What follows belongs to an exercise in optimizing a design on an open flow for small area, a short achievable clock period and few clock cycles; a production flow would make more cautious choices.
Only the layout flow was run in this run; the RTL was not checked for function there.
Power is estimated from default activity; no workload was simulated.

==> flow/design.v <==
module fww_micro_cpu (
    input  wire        clk,
    input  wire        rst,             
    input  wire        start,           
    input  wire [7:0]  start_mpc,
    input  wire        lit_msb_first,   
    output wire        busy,
    output wire        done,
    output wire [15:0] reg_a,
    output wire [15:0] reg_b,
    output wire [15:0] reg_c,
    output wire [15:0] reg_d,
    output wire [15:0] mdr,
    output wire [11:0] mar,
    output wire [7:0]  mpc,
    output wire        cs_req,
    output wire [7:0]  cs_addr,
    input  wire        cs_ack,
    input  wire [21:0] cs_rdata,
    output wire        mem_req,
    output wire        mem_we,
    output wire [11:0] mem_addr,
    output wire [15:0] mem_wdata,
    input  wire        mem_ack,
    input  wire [15:0] mem_rdata
);
    reg        run_r, done_r;
    reg        cs_pend;            
    reg        cs_dly;             
    reg        f_pend;             
    reg        mem_pend;           
    reg        we_r;               
    reg        wr_after;           
    reg        npc_pend;           
    reg        halt_pend;          
    reg [22:19] lw;                
    reg        use_lit;            
    reg        lsgn;               
    reg [15:0] op2_r;              
    reg [15:0] op1_r;              
    reg [16:5] fc;                 
    reg [15:0] a_r, b_r, c_r, d_r, mdr_r;
    reg [11:0] mar_r;
    reg [7:0]  mpc_r;
    reg        msb_r;
    wire [22:1] cb = cs_rdata;
    wire rd_pend  = mem_pend & ~we_r;
    wire rd_ack   = mem_ack & ~we_r;
    wire mem_done = ~mem_pend | (mem_ack & (we_r | ~wr_after));
    wire go     = start & ~run_r;
    wire e_go   = run_r & cs_ack & ~f_pend;
    wire halt   = (cs_rdata == 22'd0);
    wire f_go   = f_pend & mem_done & ~(fc[6] & rd_pend);
    wire [4:1] cr = run_r ? cb[4:1] : 4'd0;
    reg [15:0] v2a;
    always @(*) begin
        v2a = 16'd0;
        if (cr[1]) v2a = a_r;
        if (cr[2]) v2a = b_r;
        if (cr[3]) v2a = c_r;
        if (cr[4]) v2a = d_r;
    end
    wire [15:0] v2s = cb[8] ? {v2a[14:0], 1'b0} : v2a;
    wire [7:0] lit8 = msb_r ? {cb[15], cb[16], cb[17], cb[18], cb[19], cb[20], cb[21], cb[22]}
                            : {cb[8], cb[7], cb[6], cb[5], cb[4], cb[3], cb[2], cb[1]};
    wire [15:0] mdr_f = rd_pend ? mem_rdata : mdr_r;
    wire [7:0] mdr4  = {4'd0, mdr_r[15:12]};
    wire [7:0] lit_l = msb_r ? {fc[15], fc[16], lw[19], 5'b10001} : {fc[8:5], lw};
    wire a_zero = (a_r == 16'd0);
    wire [7:0] m1 = mpc_r + 8'd1;
    wire [7:0] m2 = mpc_r + 8'd2;
    wire [7:0] mm = mpc_r + (use_lit ? lit_l : mdr4);
    wire [7:0] a20 = a_r[15] ? 8'd1 : 8'd2;
    wire [7:0] a19 = a_zero  ? 8'd1 : 8'd2;
    wire [7:0] r20 = a_r[15] ? m1 : m2;
    wire [7:0] r19 = a_zero  ? m1 : m2;
    reg [7:0] npc_e, npc_l;
    always @(*) begin
        if (cb[22]) begin
            npc_e = mpc_r;
            if (cb[17]) npc_e = m1;
            if (cb[18]) npc_e = mpc_r;    
            if (cb[19]) npc_e = r19;
            if (cb[20]) npc_e = r20;
            if (cb[21]) npc_e = mm;
        end else begin
            npc_e = 8'd0;
            if (cb[17]) npc_e = 8'd1;
            if (cb[18]) npc_e = lit8;
            if (cb[19]) npc_e = a19;
            if (cb[20]) npc_e = a20;
            if (cb[21]) npc_e = mdr4;
        end
        if (use_lit)
            npc_l = mm;
        else if (lw[22]) begin
            npc_l = mm;
            if (lw[19]) npc_l = r19;
            if (lw[20]) npc_l = r20;
            if (lw[21]) npc_l = mm;
        end else begin
            npc_l = a19;
            if (lw[20]) npc_l = a20;
            if (lw[21]) npc_l = mdr4;
        end
    end
    wire fwd21 = lw[21] & ~use_lit & rd_pend;
    wire [7:0] mmf = mpc_r + {4'd0, mem_rdata[15:12]};
    wire [7:0] npc_f = lw[22] ? mmf : {4'd0, mem_rdata[15:12]};
    wire [15:0] v3  = op2_r + op1_r + {15'd0, fc[7]};    
    wire sgn_go = f_go & lsgn & npc_pend;
    wire [7:0] npc_s = lw[22] ? (v3[15] ? m1 : m2) : (v3[15] ? 8'd1 : 8'd2);
    wire [7:0] npc = sgn_go ? npc_s : npc_pend ? (fwd21 ? npc_f : npc_l) : npc_e;
    wire late = cb[21] ? (cb[13] | cb[15] | rd_pend) :
                (cb[19] | cb[20]) ? cb[9] : (cb[18] & cb[22]);
    wire l_needf = fc[9] | fc[13] | fc[15];
    wire late_go = npc_pend & (~l_needf | ~f_pend) & (~lw[21] | use_lit | ~rd_pend | mem_ack);
    wire f_wait = cb[6] & rd_pend;
    wire [8:5] oc = f_pend ? fc[8:5] : (run_r ? cb[8:5] : 4'd0);
    wire [15:0] v1a = oc[6] ? mdr_f : {15'd0, oc[5]};
    wire [15:0] v1s = oc[8] ? {v1a[14:0], 1'b0} : v1a;
    wire [15:0] v1n = v1s ^ {16{oc[7]}};
    assign busy  = run_r;
    assign done  = done_r;
    assign reg_a = a_r;
    assign reg_b = b_r;
    assign reg_c = c_r;
    assign reg_d = d_r;
    assign mdr   = mdr_r;
    assign mar   = mar_r;
    assign mpc   = mpc_r;
    assign cs_req    = cs_pend;
    assign cs_addr   = mpc_r;
    assign mem_req   = mem_pend;
    assign mem_we    = we_r;
    assign mem_addr  = mar_r;
    assign mem_wdata = mdr_r;
    always @(posedge clk) begin
        if (rst) begin
            run_r     <= 1'b0;
            done_r    <= 1'b0;
            cs_pend   <= 1'b0;
            cs_dly    <= 1'b0;
            f_pend    <= 1'b0;
            mem_pend  <= 1'b0;
            npc_pend  <= 1'b0;
            halt_pend <= 1'b0;
        end else if (go) begin
            run_r     <= 1'b1;
            done_r    <= 1'b0;
            cs_pend   <= 1'b1;
            cs_dly    <= 1'b0;
            f_pend    <= 1'b1;
            mem_pend  <= 1'b0;
            npc_pend  <= 1'b0;
            halt_pend <= 1'b0;
        end else if (run_r) begin
            if (mem_ack) begin
                if (~we_r & wr_after) begin
                    we_r     <= 1'b1;
                    wr_after <= 1'b0;
                end else
                    mem_pend <= 1'b0;
            end
            if (f_go) begin
                f_pend <= 1'b0;
                if (fc[15] | fc[16]) begin
                    mem_pend <= 1'b1;
                    we_r     <= ~fc[15];
                    wr_after <= fc[15] & fc[16];
                end
            end
            if (cs_dly) begin
                cs_dly  <= 1'b0;
                cs_pend <= 1'b1;
            end
            if (late_go | sgn_go) begin
                npc_pend <= 1'b0;
                cs_pend  <= 1'b1;
            end
            if (halt_pend & mem_done) begin
                halt_pend <= 1'b0;
                run_r     <= 1'b0;
                done_r    <= 1'b1;
            end
            if (e_go) begin
                if (halt) begin
                    cs_pend <= 1'b0;
                    if (mem_done) begin
                        run_r  <= 1'b0;
                        done_r <= 1'b1;
                    end else
                        halt_pend <= 1'b1;
                end else begin
                    f_pend   <= 1'b1;
                    npc_pend <= late;
                    cs_pend  <= ~late & ~f_wait;
                    cs_dly   <= ~late & f_wait;
                end
            end
        end
    end
    wire rd_only = rd_ack & ~(f_go & fc[13]);
    always @(posedge clk) begin
        op1_r <= v1n;
        if (go | (~f_pend & ~npc_pend)) begin
            op2_r <= v2s;
            fc    <= run_r ? cb[16:5] : 12'b0011_1111_0000;
            lw    <= ~(cb[18] & cb[22] & ~cb[19] & ~cb[20] & ~cb[21]) ? cb[22:19] :
                     msb_r ? {3'd0, cb[17]} : cb[4:1];
        end
        if (f_go & fc[9])  a_r <= v3;
        if (f_go & fc[10]) b_r <= v3;
        if (f_go & fc[11]) c_r <= v3;
        if (f_go & fc[12]) d_r <= v3;
        if ((f_go & fc[13]) | rd_ack) mdr_r <= rd_only ? mem_rdata : v3;
        if (f_go & fc[14]) mar_r <= v3[11:0];
        if (go) begin
            mpc_r <= start_mpc;
            msb_r <= lit_msb_first;
        end else if ((e_go & ~halt & ~late) | late_go | sgn_go)
            mpc_r <= npc;
        if (e_go | late_go)
            use_lit <= e_go & cb[18] & cb[22] & ~cb[19] & ~cb[20] & ~cb[21];
        if (e_go)
            lsgn <= cb[20] & ~cb[21] & cb[9];
    end
endmodule
==> flow/flow/run.sh <==
#!/bin/bash
# The standard layout, with two changes to how it is made:
#  - the port buffers are buf_1 cells instead of the delay-buffer cells
#    buffer_ports picks by default;
#  - timing repair aims for 5.1 ns of setup slack at the design's 8 ns clock.
# The output of the standard flow goes to standard.log; ORFS's per-step logs
# stay under orfs/logs.
set -euo pipefail
export BUFFER_PORTS_ARGS="-buffer_cell sky130_fd_sc_hd__buf_1"
export SETUP_SLACK_MARGIN=5.1
bash standard.sh > standard.log 2>&1
==> flow/standard.sh <==
#!/bin/bash
# synth_recipe.tcl (not shown) runs the flow's synth.tcl, then flattens the netlist and writes it again
# the make line also repeats each setting of config.mk as NAME=value (left out here)
make -C /OpenROAD-flow-scripts/flow DESIGN_CONFIG=/design/flow/config.mk WORK_HOME=/design/flow/orfs CLKGATE_MAP_FILE= SYNTH_SCRIPT=/design/flow/synth_recipe.tcl "${@:-finish}"
==> flow/config.mk <==
export PLATFORM = sky130hd
export DESIGN_NAME = fww_micro_cpu
export DESIGN_NICKNAME = fww_micro_cpu
export VERILOG_FILES = /design/flow/design.v
export SDC_FILE = /design/flow/constraint.sdc
export NUM_CORES = 4
export LEC_CHECK = 0
export ABC_AREA = 1
export CAP_MARGIN = 20
export CORE_MARGIN = 2
export CORE_UTILIZATION = 60
export CTS_BUF_LIST = sky130_fd_sc_hd__clkbuf_4 sky130_fd_sc_hd__clkbuf_8
export SLEW_MARGIN = 20
==> flow/constraint.sdc <==
create_clock -name core_clock -period 8.0 [get_ports {clk}]
set_input_delay 1.6000 -clock core_clock [delete_from_list [all_inputs] [get_ports {clk}]]
set_output_delay 1.6000 -clock core_clock [all_outputs]
set_load 0.01 [all_outputs]
==> results.txt <==
critical path, stage by stage:
cell and delay, ns:
buf_2 0.15, ha_4 0.23, a21oi_1 0.17, inv_1 0.11, o21ai_4 0.21, o21ai_2 0.09
o211ai_1 0.09, nand2_1 0.09, nand2_1 0.09, nand2_1 0.07, nand2_1 0.07, nand2_2 0.06
nand2_2 0.06, nand2_1 0.04
logic make-up (layout without fill, tap and decap cells):
family                     after synthesis  count (layout)  synth area share
DFF                                    161             161             0.449
adders and majority gates               32              32            0.0421
and+or+nand+nor                        566             566             0.233
AOI/OAI and AO/OA                      217             217             0.118
xor gates and xnor gates                42              42            0.0360
muxes                                   12              12            0.0117
buffers and inverters                  245             449             0.109
what timing repair did:
action | in CTS | in global routing
pin swaps | 10 | 25
setup buffers | 19 | 31
hold endpoints to repair | 0 | 0
gates resized for setup | 33 | 75
setup endpoints to repair | 116 | 110
stage by stage:
stage                     cell area (um^2)   util  setup slack, ns  power (W)
final                                12100  0.728             5.08    0.00334
after global routing                 12100  0.728             5.03    0.00350
after CTS                            11600  0.695             4.97    0.00322
after detailed placement             10900  0.656             3.63    0.00257
after global placement               10900  0.656             3.80    0.00255
after floorplan                      10400      -             4.89    0.00217
layout make-up:
class                           count  area [um^2]  share of cell area
Clock buffer                       18          241              0.0199
Clock inverter                     12          158              0.0130
Inverter                          171          664              0.0548
Multi-Input combinational cell    869         4970               0.410
Sequential cell                   161         4600               0.380
Tap cell                          220          275              0.0227
Timing Repair Buffer              248         1210              0.0998
worst paths after layout:
| path | start | endpoint | slack, ns |
|---|---|---|---|
| setup / recovery | mem_rdata[15] | mpc_r[6] | 5.08 |
| hold / removal | cs_dly | cs_dly | 0.47 |
| setup reg to reg | use_lit | mpc_r[4] | 5.21 |
| hold reg to reg | cs_dly | cs_dly | 0.47 |
registers in the layout (all words and copies together) (netlist names), 12 cells and up:
signal,flops
a_r,16
d_r,16
mdr_r,16
mar_r,12
op2_r,16
b_r,16
fc,12
op1_r,16
c_r,16
synth_stat cells (all sizes together), types with 2 or more instances:
cell type  instances  share of area
nand2            363           0.14
inv              168          0.062
edfxtp           137           0.40
o21ai            105          0.052
nand3             88          0.044
nor2              85          0.033
a21oi             59          0.030
buf               59          0.040
ha                28          0.034
xor2              28          0.024
dfxtp             24          0.047
o22ai             20          0.012
clkbuf            15         0.0058
xnor2             14          0.012
mux2i             12          0.012
nand4              8         0.0049
nor3               8         0.0055
a31oi              7         0.0043
nor4               6         0.0043
o211ai             6         0.0044
fa                 4         0.0078
o31ai              4         0.0029
a21boi             3         0.0022
clkinv             3         0.0011
or2                3         0.0018
a211oi             2         0.0015
a221oi             2         0.0017
a32o               2         0.0020
and2               2         0.0012
nand3b             2         0.0018
o21a               2         0.0015
layout by cell type, fill, tap and decap left out, types with 22 or more instances in the layout:
cell      synthesis  final
buf_4            41     56
o21ai_0          92     83
nand2_1         355    338
edfxtp_1        137    137
buf_1             3    183
nor2_1           78     70
inv_1           157    146
xor2_1           28     24
nand3_1          87     81
a21oi_1          56     46
dfxtp_1          24     23
ha_1             28     22
layer usage:
metal	global-route usage	share of wire	vias up	routed length (um)
li1	-	-	4589	-
met1	0.545	0.42	4533	14100
met2	0.491	0.42	690	14100
met3	0.117	0.14	55	4830
met4	0.0924	0.020	2	683
met5	0	0.00039	-	13
power by group:
group | total (W) | switching, W | internal (W)
Clock | 0.000620 | 0.000309 | 0.000311
Combinational | 0.00136 | 0.000944 | 0.000421
Sequential | 0.00136 | 0.000134 | 0.00123
==> out/results.ini <==
[floorplanning]
ios = 193
dieWidth_um = 135
fp-row-count = 47
die-area_mm2 = 0.0181
core_mm2 = 0.0166
start_util = 0.614
die_h_um = 135

[drt]
firstDrtPassIters = 7
vias = 9869
ant_nets = 0
wirelength_mm = 33.7
drc = 0
routedWlPerCell_um = 19.9
routed_via_density = 5.81
first_iter_violations = 1252

[clock_tree]
numClockSinks = 161
cts_root_buf = clkbuf_8
insertion_delay_ns = 0.46
clk_pin_slew_ns = 0.09
htreeDepth = 4
cts_hold_buf = 0
cts_tree = built
cts_max_path_buffers = 2
cts_buffers = 17

[worst_setup_path]
crit_path_end_kind = register
arrival_ns = 3.15
crit_fanout = 4
r2r_cells = 17
worst_setup_path_start_kind = primary input
crit_type = in -> reg
crit_required_ns = 8.23

[yosys]
synth_edf_count = 137
ys_seq_elements = 161
synthArstFlopShare = 0
synth_ff_type = edfxtp_1
syn_area_per_cell_um2 = 8.02
synth_cells = 1275
ys_seq_area_frac = 0.449
synth_area_mm2 = 0.0102
ys_types = 55
synth-warning-count = 1
syn_nets = 1359

[layout]
nets = 1552
finalNonFillerCells = 1699
layout-drive-gt1-share = 0.143
area_delta_synth_final_pct = 18.5
fillers = 1362
diodes = 0

[outcome]
status = timing/DRC/antenna clean

[sta]
finalHoldViolations = 0
fmax_mhz = 342
fin_skew_ns = 0.0159
drv_slew = 0
timing.final.crit_share = 0.366
finalSetupViolCount = 0
tightest_slew_ns = 0.966
rsz0062_at_grt = yes
fin_crit_ns = 2.92
fin_tns_setup_ns = 0
relSlewSlack = 0.351
hold_slack_ns = 0.471

[global_route]
grt_pass1_wl_mm = 48.3
globalRouteOverflowTotal = 0
grt_use_total = 0.358
grt_start_max_net_pins = 33
grt_pass1_vias = 8449
antenna_found_initial = 1

[power_and_ir_drop]
p_leak_nw = 5.29
ir_drop_mv = 0.187
power_density_mw_per_mm2 = 276

[job]
drv_cap = 0

[min_path]
hold_class = reg -> reg
holdPathStages = 2

[placement]
dpl.hpwl_mm = 24.1
dp.cells = 1619
port_buffers = 192
routabilityCongestion = 0.976

port drivers added, routing unchanged:
Ports are ideal in the flow. The routed layout listed here was re-timed in OpenROAD. Step 1 assumes that a clkbuf_16 drives the clock port and a buf_2 every other input. Step 2, shift: input delay + t, output delay - t, t = (earliest + latest rising clock arrival at the registers) / 2. This alone moves slack from input paths to output paths. Slacks: no drivers / after step 1 / after step 2; pairs: no drivers / after step 1.
shift t [ns]: 0.492
setup WS [ns]: 5.075 / 5.083 / 4.599
worst setup path at the end: input to register
pins driven straight from the clock port: 1
After both steps this run still meets setup and hold. The setup slack of this run moves by +0.008 ns with the drivers and by -0.476 ns with both steps.
